This design comes from an exercise in tuning for small area, a short achievable clock period and few clock cycles per item on the open sky130 flow, not from production work. Only simulation tests tie the RTL to the original design; equivalence was not proved. No activity file was given, so power comes from the tool's default toggle rates.

==> inputs of 02-04 <==
Design fir_mac_rhe, start of the top module:
module fir_mac_rhe (
    input  wire        clk,
    input  wire        rst,         
    input  wire        in_valid,
    output wire        in_ready,
    input  wire [31:0] in_coef,
    input  wire [31:0] in_sample,
    input  wire        in_last,
    input  wire [5:0]  in_shift,
    output reg         out_valid,
    output reg  [31:0] out_data
);
export LEC_CHECK = 0
export ABC_AREA = 1
export CAP_MARGIN = 20
export CORE_MARGIN = 2
export CORE_UTILIZATION = 40
export PLACE_DENSITY = 0.6
export SLEW_MARGIN = 20
create_clock -name core_clock -period 10.0 [get_ports {clk}]
standard.sh (not shown) runs the stock make flow with config.mk's settings and CLKGATE_MAP_FILE= SYNTH_SCRIPT=/design/flow/synth_recipe.tcl, a recipe that flattens the netlist after the stock synthesis.
==> flow/flow/run.sh <==
#!/bin/bash
# Own layout flow: the standard flow (standard synthesis, floorplan,
# placement, CTS, routing) with a tighter setup repair target, so the
# resizer works toward a shorter clock period than the constraint's.
# Each tool's output goes to a log file of its own in this folder.
set -euo pipefail
MARGIN=$(cat flow/margin.txt 2>/dev/null || echo 6)
bash standard.sh synth > synth.log 2>&1
bash standard.sh SETUP_SLACK_MARGIN=$MARGIN floorplan > floorplan.log 2>&1
bash standard.sh SETUP_SLACK_MARGIN=$MARGIN place > place.log 2>&1
bash standard.sh SETUP_SLACK_MARGIN=$MARGIN cts > cts.log 2>&1
bash standard.sh SETUP_SLACK_MARGIN=$MARGIN route > route.log 2>&1
bash standard.sh SETUP_SLACK_MARGIN=$MARGIN finish > finish.log 2>&1
==> flow/flow/margin.txt <==
6.5
==> 05-07: changes against 02-04 <==
==> flow/flow/margin.txt (replaced) <==
6
==> comparison <==
Sequential cell count is the same in 05-07 and 02-04.
In synthesized cell count, 05-07 and 02-04 do not differ.
First-iteration DRC count: 05-07 is lower than 02-04 (17%).
Of 02-04 and 05-07, 02-04 has the higher setup slack (gap 0.46 ns).
Against 02-04, the count of clock-buffer cells in the layout of 05-07 is higher by 1.
Against 05-07, the via count of 02-04 is larger by 5.1%.
In 05-07 the total power is lower than in 02-04, by 15%.
In 02-04 the combinational power is larger than in 05-07, by about 28%.
02-04 produced a clean layout. 05-07 passed the timing, design-rule and antenna checks.
Testbench counts of 02-04, summed over its fixed seeds: cycles 26,362, items 26,330.
Testbench counts of 05-07, summed over its fixed seeds: cycles 26,362, items 26,330.

========
==> nickel <==
fir_mac_rhe, a different RTL version from the one above (not shown whole).
Settings: LEC_CHECK=0, ABC_AREA=1, CAP_MARGIN=20, CORE_MARGIN=2, CORE_UTILIZATION=40, PLACE_DENSITY=0.6, SLEW_MARGIN=20; clock period 10.0 ns.
==> flow/flow/margin.txt <==
6.5
Scripts as last shown in full above: flow/flow/run.sh
==> amber: changes against nickel <==
==> flow/flow/margin.txt (replaced) <==
6.3
PLACE_DENSITY = 0.5   (was 0.6)
==> cedar: changes against nickel <==
--- a/flow/design.v
+++ b/flow/design.v
@@ -193,41 +193,75 @@
     wire x3a_n79_p = x3a_n63_p & x3a_n55_p;
     wire x3a_n80_g = x3a_g[32] | (x3a_p[32] & x3a_n79_g);
     wire x3a_n80_p = x3a_p[32] & x3a_n79_p;
     wire [33:0] x3_d = {(x3a_p[32] ^ x3a_n79_g), (x3a_p[31] ^ x3a_n78_g), (x3a_p[30] ^ x3a_n77_g), (x3a_p[29] ^ x3a_n76_g), (x3a_p[28] ^ x3a_n75_g), (x3a_p[27] ^ x3a_n74_g), (x3a_p[26] ^ x3a_n73_g), (x3a_p[25] ^ x3a_n72_g), (x3a_p[24] ^ x3a_n71_g), (x3a_p[23] ^ x3a_n70_g), (x3a_p[22] ^ x3a_n69_g), (x3a_p[21] ^ x3a_n68_g), (x3a_p[20] ^ x3a_n67_g), (x3a_p[19] ^ x3a_n66_g), (x3a_p[18] ^ x3a_n65_g), (x3a_p[17] ^ x3a_n64_g), (x3a_p[16] ^ x3a_n55_g), (x3a_p[15] ^ x3a_n54_g), (x3a_p[14] ^ x3a_n53_g), (x3a_p[13] ^ x3a_n52_g), (x3a_p[12] ^ x3a_n51_g), (x3a_p[11] ^ x3a_n50_g), (x3a_p[10] ^ x3a_n49_g), (x3a_p[9] ^ x3a_n48_g), (x3a_p[8] ^ x3a_n35_g), (x3a_p[7] ^ x3a_n34_g), (x3a_p[6] ^ x3a_n33_g), (x3a_p[5] ^ x3a_n32_g), (x3a_p[4] ^ x3a_n17_g), (x3a_p[3] ^ x3a_n16_g), (x3a_p[2] ^ x3a_n0_g), (x3a_p[1] ^ x3a_g[0]), (x3a_p[0] ^ 1'b0), xg[0]};
     reg  [31:0] x_r;
     reg  [33:0] x3_r;
     reg  [10:0] m1_r, m2_r, m3_r, m4_r, neg_r;
+    reg  [31:0] xn_r;
+    reg  [10:0] m1n_r, m2n_r, m3n_r, m4n_r, negn_r;
     reg         l0;
     reg  [5:0]  sh0;
     always @(posedge clk) begin
         x_r   <= xg;
         x3_r  <= x3_d;
         m1_r  <= m1_d;
         m2_r  <= m2_d;
         m3_r  <= m3_d;
         m4_r  <= m4_d;
         neg_r <= neg_d;
+        xn_r   <= ~xg;
+        m1n_r  <= ~m1_d;
+        m2n_r  <= ~m2_d;
+        m3n_r  <= ~m3_d;
+        m4n_r  <= ~m4_d;
+        negn_r <= ~neg_d;
         l0    <= beat & in_last;
         sh0   <= in_shift;
     end
     wire [33:0] x1s = {{2{x_r[31]}}, x_r};
     wire [33:0] x2s = {x_r[31], x_r, 1'b0};
     wire [33:0] x4s = {x_r, 2'b0};
-    wire [33:0] e0 = ((x1s & {34{m1_r[0]}}) | (x2s & {34{m2_r[0]}}) | (x3_r & {34{m3_r[0]}}) | (x4s & {34{m4_r[0]}})) ^ {34{neg_r[0]}};
-    wire [33:0] e1 = ((x1s & {34{m1_r[1]}}) | (x2s & {34{m2_r[1]}}) | (x3_r & {34{m3_r[1]}}) | (x4s & {34{m4_r[1]}})) ^ {34{neg_r[1]}};
-    wire [33:0] e2 = ((x1s & {34{m1_r[2]}}) | (x2s & {34{m2_r[2]}}) | (x3_r & {34{m3_r[2]}}) | (x4s & {34{m4_r[2]}})) ^ {34{neg_r[2]}};
-    wire [33:0] e3 = ((x1s & {34{m1_r[3]}}) | (x2s & {34{m2_r[3]}}) | (x3_r & {34{m3_r[3]}}) | (x4s & {34{m4_r[3]}})) ^ {34{neg_r[3]}};
-    wire [33:0] e4 = ((x1s & {34{m1_r[4]}}) | (x2s & {34{m2_r[4]}}) | (x3_r & {34{m3_r[4]}}) | (x4s & {34{m4_r[4]}})) ^ {34{neg_r[4]}};
-    wire [33:0] e5 = ((x1s & {34{m1_r[5]}}) | (x2s & {34{m2_r[5]}}) | (x3_r & {34{m3_r[5]}}) | (x4s & {34{m4_r[5]}})) ^ {34{neg_r[5]}};
-    wire [33:0] e6 = ((x1s & {34{m1_r[6]}}) | (x2s & {34{m2_r[6]}}) | (x3_r & {34{m3_r[6]}}) | (x4s & {34{m4_r[6]}})) ^ {34{neg_r[6]}};
-    wire [33:0] e7 = ((x1s & {34{m1_r[7]}}) | (x2s & {34{m2_r[7]}}) | (x3_r & {34{m3_r[7]}}) | (x4s & {34{m4_r[7]}})) ^ {34{neg_r[7]}};
-    wire [33:0] e8 = ((x1s & {34{m1_r[8]}}) | (x2s & {34{m2_r[8]}}) | (x3_r & {34{m3_r[8]}}) | (x4s & {34{m4_r[8]}})) ^ {34{neg_r[8]}};
-    wire [33:0] e9 = ((x1s & {34{m1_r[9]}}) | (x2s & {34{m2_r[9]}}) | (x3_r & {34{m3_r[9]}}) | (x4s & {34{m4_r[9]}})) ^ {34{neg_r[9]}};
-    wire [33:0] e10 = ((x1s & {34{m1_r[10]}}) | (x2s & {34{m2_r[10]}}) | (x3_r & {34{m3_r[10]}}) | (x4s & {34{m4_r[10]}})) ^ {34{neg_r[10]}};
+    wire [31:0] xb = ~xn_r;
+    wire [33:0] y1s = {{2{xb[31]}}, xb};
+    wire [33:0] y2s = {xb[31], xb, 1'b0};
+    wire [33:0] y4s = {xb, 2'b0};
+    wire [16:0] e0_0 = ((x1s[16:0] & {17{m1_r[0]}}) | (x2s[16:0] & {17{m2_r[0]}}) | (x3_r[16:0] & {17{m3_r[0]}}) | (x4s[16:0] & {17{m4_r[0]}})) ^ {17{neg_r[0]}};
+    wire [33:17] e0_1 = ((x1s[33:17] & {17{~m1n_r[0]}}) | (x2s[33:17] & {17{~m2n_r[0]}}) | (x3_r[33:17] & {17{~m3n_r[0]}}) | (x4s[33:17] & {17{~m4n_r[0]}})) ^ {17{~negn_r[0]}};
+    wire [33:0] e0 = {e0_1, e0_0};
+    wire [16:0] e1_0 = ((x1s[16:0] & {17{m1_r[1]}}) | (x2s[16:0] & {17{m2_r[1]}}) | (x3_r[16:0] & {17{m3_r[1]}}) | (x4s[16:0] & {17{m4_r[1]}})) ^ {17{neg_r[1]}};
+    wire [33:17] e1_1 = ((x1s[33:17] & {17{~m1n_r[1]}}) | (x2s[33:17] & {17{~m2n_r[1]}}) | (x3_r[33:17] & {17{~m3n_r[1]}}) | (x4s[33:17] & {17{~m4n_r[1]}})) ^ {17{~negn_r[1]}};
+    wire [33:0] e1 = {e1_1, e1_0};
+    wire [16:0] e2_0 = ((x1s[16:0] & {17{m1_r[2]}}) | (x2s[16:0] & {17{m2_r[2]}}) | (x3_r[16:0] & {17{m3_r[2]}}) | (x4s[16:0] & {17{m4_r[2]}})) ^ {17{neg_r[2]}};
+    wire [33:17] e2_1 = ((x1s[33:17] & {17{~m1n_r[2]}}) | (x2s[33:17] & {17{~m2n_r[2]}}) | (x3_r[33:17] & {17{~m3n_r[2]}}) | (x4s[33:17] & {17{~m4n_r[2]}})) ^ {17{~negn_r[2]}};
+    wire [33:0] e2 = {e2_1, e2_0};
+    wire [16:0] e3_0 = ((x1s[16:0] & {17{m1_r[3]}}) | (x2s[16:0] & {17{m2_r[3]}}) | (x3_r[16:0] & {17{m3_r[3]}}) | (x4s[16:0] & {17{m4_r[3]}})) ^ {17{neg_r[3]}};
+    wire [33:17] e3_1 = ((x1s[33:17] & {17{~m1n_r[3]}}) | (x2s[33:17] & {17{~m2n_r[3]}}) | (x3_r[33:17] & {17{~m3n_r[3]}}) | (x4s[33:17] & {17{~m4n_r[3]}})) ^ {17{~negn_r[3]}};
+    wire [33:0] e3 = {e3_1, e3_0};
+    wire [16:0] e4_0 = ((x1s[16:0] & {17{m1_r[4]}}) | (x2s[16:0] & {17{m2_r[4]}}) | (x3_r[16:0] & {17{m3_r[4]}}) | (x4s[16:0] & {17{m4_r[4]}})) ^ {17{neg_r[4]}};
+    wire [33:17] e4_1 = ((x1s[33:17] & {17{~m1n_r[4]}}) | (x2s[33:17] & {17{~m2n_r[4]}}) | (x3_r[33:17] & {17{~m3n_r[4]}}) | (x4s[33:17] & {17{~m4n_r[4]}})) ^ {17{~negn_r[4]}};
+    wire [33:0] e4 = {e4_1, e4_0};
+    wire [16:0] e5_0 = ((x1s[16:0] & {17{m1_r[5]}}) | (x2s[16:0] & {17{m2_r[5]}}) | (x3_r[16:0] & {17{m3_r[5]}}) | (x4s[16:0] & {17{m4_r[5]}})) ^ {17{neg_r[5]}};
+    wire [33:17] e5_1 = ((x1s[33:17] & {17{~m1n_r[5]}}) | (x2s[33:17] & {17{~m2n_r[5]}}) | (x3_r[33:17] & {17{~m3n_r[5]}}) | (x4s[33:17] & {17{~m4n_r[5]}})) ^ {17{~negn_r[5]}};
+    wire [33:0] e5 = {e5_1, e5_0};
+    wire [16:0] e6_0 = ((y1s[16:0] & {17{m1_r[6]}}) | (y2s[16:0] & {17{m2_r[6]}}) | (x3_r[16:0] & {17{m3_r[6]}}) | (y4s[16:0] & {17{m4_r[6]}})) ^ {17{neg_r[6]}};
+    wire [33:17] e6_1 = ((y1s[33:17] & {17{~m1n_r[6]}}) | (y2s[33:17] & {17{~m2n_r[6]}}) | (x3_r[33:17] & {17{~m3n_r[6]}}) | (y4s[33:17] & {17{~m4n_r[6]}})) ^ {17{~negn_r[6]}};
+    wire [33:0] e6 = {e6_1, e6_0};
+    wire [16:0] e7_0 = ((y1s[16:0] & {17{m1_r[7]}}) | (y2s[16:0] & {17{m2_r[7]}}) | (x3_r[16:0] & {17{m3_r[7]}}) | (y4s[16:0] & {17{m4_r[7]}})) ^ {17{neg_r[7]}};
+    wire [33:17] e7_1 = ((y1s[33:17] & {17{~m1n_r[7]}}) | (y2s[33:17] & {17{~m2n_r[7]}}) | (x3_r[33:17] & {17{~m3n_r[7]}}) | (y4s[33:17] & {17{~m4n_r[7]}})) ^ {17{~negn_r[7]}};
+    wire [33:0] e7 = {e7_1, e7_0};
+    wire [16:0] e8_0 = ((y1s[16:0] & {17{m1_r[8]}}) | (y2s[16:0] & {17{m2_r[8]}}) | (x3_r[16:0] & {17{m3_r[8]}}) | (y4s[16:0] & {17{m4_r[8]}})) ^ {17{neg_r[8]}};
+    wire [33:17] e8_1 = ((y1s[33:17] & {17{~m1n_r[8]}}) | (y2s[33:17] & {17{~m2n_r[8]}}) | (x3_r[33:17] & {17{~m3n_r[8]}}) | (y4s[33:17] & {17{~m4n_r[8]}})) ^ {17{~negn_r[8]}};
+    wire [33:0] e8 = {e8_1, e8_0};
+    wire [16:0] e9_0 = ((y1s[16:0] & {17{m1_r[9]}}) | (y2s[16:0] & {17{m2_r[9]}}) | (x3_r[16:0] & {17{m3_r[9]}}) | (y4s[16:0] & {17{m4_r[9]}})) ^ {17{neg_r[9]}};
+    wire [33:17] e9_1 = ((y1s[33:17] & {17{~m1n_r[9]}}) | (y2s[33:17] & {17{~m2n_r[9]}}) | (x3_r[33:17] & {17{~m3n_r[9]}}) | (y4s[33:17] & {17{~m4n_r[9]}})) ^ {17{~negn_r[9]}};
+    wire [33:0] e9 = {e9_1, e9_0};
+    wire [16:0] e10_0 = ((y1s[16:0] & {17{m1_r[10]}}) | (y2s[16:0] & {17{m2_r[10]}}) | (x3_r[16:0] & {17{m3_r[10]}}) | (y4s[16:0] & {17{m4_r[10]}})) ^ {17{neg_r[10]}};
+    wire [33:17] e10_1 = ((y1s[33:17] & {17{~m1n_r[10]}}) | (y2s[33:17] & {17{~m2n_r[10]}}) | (x3_r[33:17] & {17{~m3n_r[10]}}) | (y4s[33:17] & {17{~m4n_r[10]}})) ^ {17{~negn_r[10]}};
+    wire [33:0] e10 = {e10_1, e10_0};
     wire hs0 = neg_r[8] ^ e0[24];
     wire hc0 = neg_r[8] & e0[24];
     wire hs1 = e0[25] ^ e1[22];
     wire hc1 = e0[25] & e1[22];
     wire hs2 = e0[26] ^ e1[23];
     wire hc2 = e0[26] & e1[23];
     wire fs0 = neg_r[9] ^ e0[27] ^ e1[24];
==> comparison table <==
Setup skew after layout: cedar 0.04604 ns; nickel 0.02841 ns; amber 0.03004 ns
Seq_cells: cedar 513; nickel 428; amber 428
Share of cell area taken by muxes after synthesis: cedar 0.02559%; nickel 0.05403%; amber 0.05403%
Library cell contributing the largest single delay on the critical path: cedar sky130_fd_sc_hd__dfxtp_1; nickel sky130_fd_sc_hd__dfxtp_1; amber sky130_fd_sc_hd__clkinvlp_2
Average footprint of a synthesized cell: cedar 8.195 µm²; nickel 8.159 µm²; amber 8.159 µm²
Cell with the most instances on the worst path: cedar sky130_fd_sc_hd__fa_1; nickel -; amber sky130_fd_sc_hd__fa_1
Global-route met3 utilization: cedar 4.780%; nickel 14.27%; amber 11.81%
Status: cedar no timing/DRC/antenna violations; nickel no timing/DRC/antenna violations; amber no timing/DRC/antenna violations
Final period util: cedar 35.21%; nickel 36.01%; amber 38.17%
Fraction of the mapped netlist area in simple logic gates: cedar 13.24%; nickel 13.74%; amber 13.74%
Longest individual stage delay on the worst path: cedar 0.85 ns; nickel 0.96 ns; amber 0.82 ns
Launch instance of the worst register-to-register path: cedar x3_r[28]$_DFF_P_; nickel x3_r[27]$_DFF_P_; amber x_r[7]$_DFF_P_
Number of non-filler instances in the completed layout: cedar 6171; nickel 5810; amber 5761
Horizontal die dimension: cedar 316.7 µm; nickel 308.4 µm; amber 308.4 µm
Worst setup path endpoint: cedar pp_c29[1]$_DFF_P_; nickel pp_c35[1]$_DFF_P_; amber pp_c38[1]$_DFF_P_
Actual transition at the worst max-transition pin: cedar 1.059 ns; nickel 1.286 ns; amber 1.210 ns
Power Sequential: cedar 3.29 mW; nickel 2.98 mW; amber 2.91 mW
Reg2reg end: cedar pp_c29[1]$_DFF_P_; nickel pp_c35[1]$_DFF_P_; amber pp_c38[1]$_DFF_P_
Met2 Resource Use GR: cedar 42.95%; nickel 45.41%; amber 46.36%
Slew margin rel.: cedar 29.32%; nickel 13.33%; amber 18.25%
Testbench counts of nickel, summed over its fixed seeds: cycles 26,362, items 26,330.
Testbench counts of amber, summed over its fixed seeds: cycles 26,362, items 26,330.
Testbench counts of cedar, summed over its fixed seeds: cycles 26,362, items 26,330.

-- static timing again, ports no longer ideal --
No port has a modelled driver above. Below, the same layouts with a new extraction and two added sets of constraints.
Step 1, drivers: a clkbuf_16 drives clk and a buf_2 each remaining input, both assumed.
Step 2 also shifts input and output timing later by t, the mid clock arrival at the registers, as if the neighbouring blocks saw the same clock.
a / b / c = ideal ports / drivers / drivers and shift; a / b = the first two.
| run | t (ns) | slack for setup (ns) | worst hold slack (ns) | worst setup path after step 2 | worst data-port slew with drivers (ns) |
|---|---|---|---|---|---|
| 02-04 | 0.699 | 6.443 / 6.443 / 5.803 | 0.327 / 0.327 / 0.327 | input to register | 0.07 |
| 05-07 | 0.682 | 5.982 / 5.982 / 5.561 | 0.325 / 0.325 / 0.325 | input to register | 0.06 |
| nickel | 0.706 | 6.399 / 6.399 / 5.857 | 0.324 / 0.324 / 0.324 | input to register | 0.06 |
| amber | 0.721 | 6.183 / 6.183 / 5.728 | 0.324 / 0.324 / 0.324 | input to register | 0.05 |
| cedar | 0.698 | 6.479 / 6.479 / 5.814 | 0.324 / 0.324 / 0.324 | input to register | 0.05 |
After both steps every run listed still meets setup and hold. The setup slack of cedar, which loses most, moves by 0.000 ns with the drivers and by -0.665 ns with both steps.
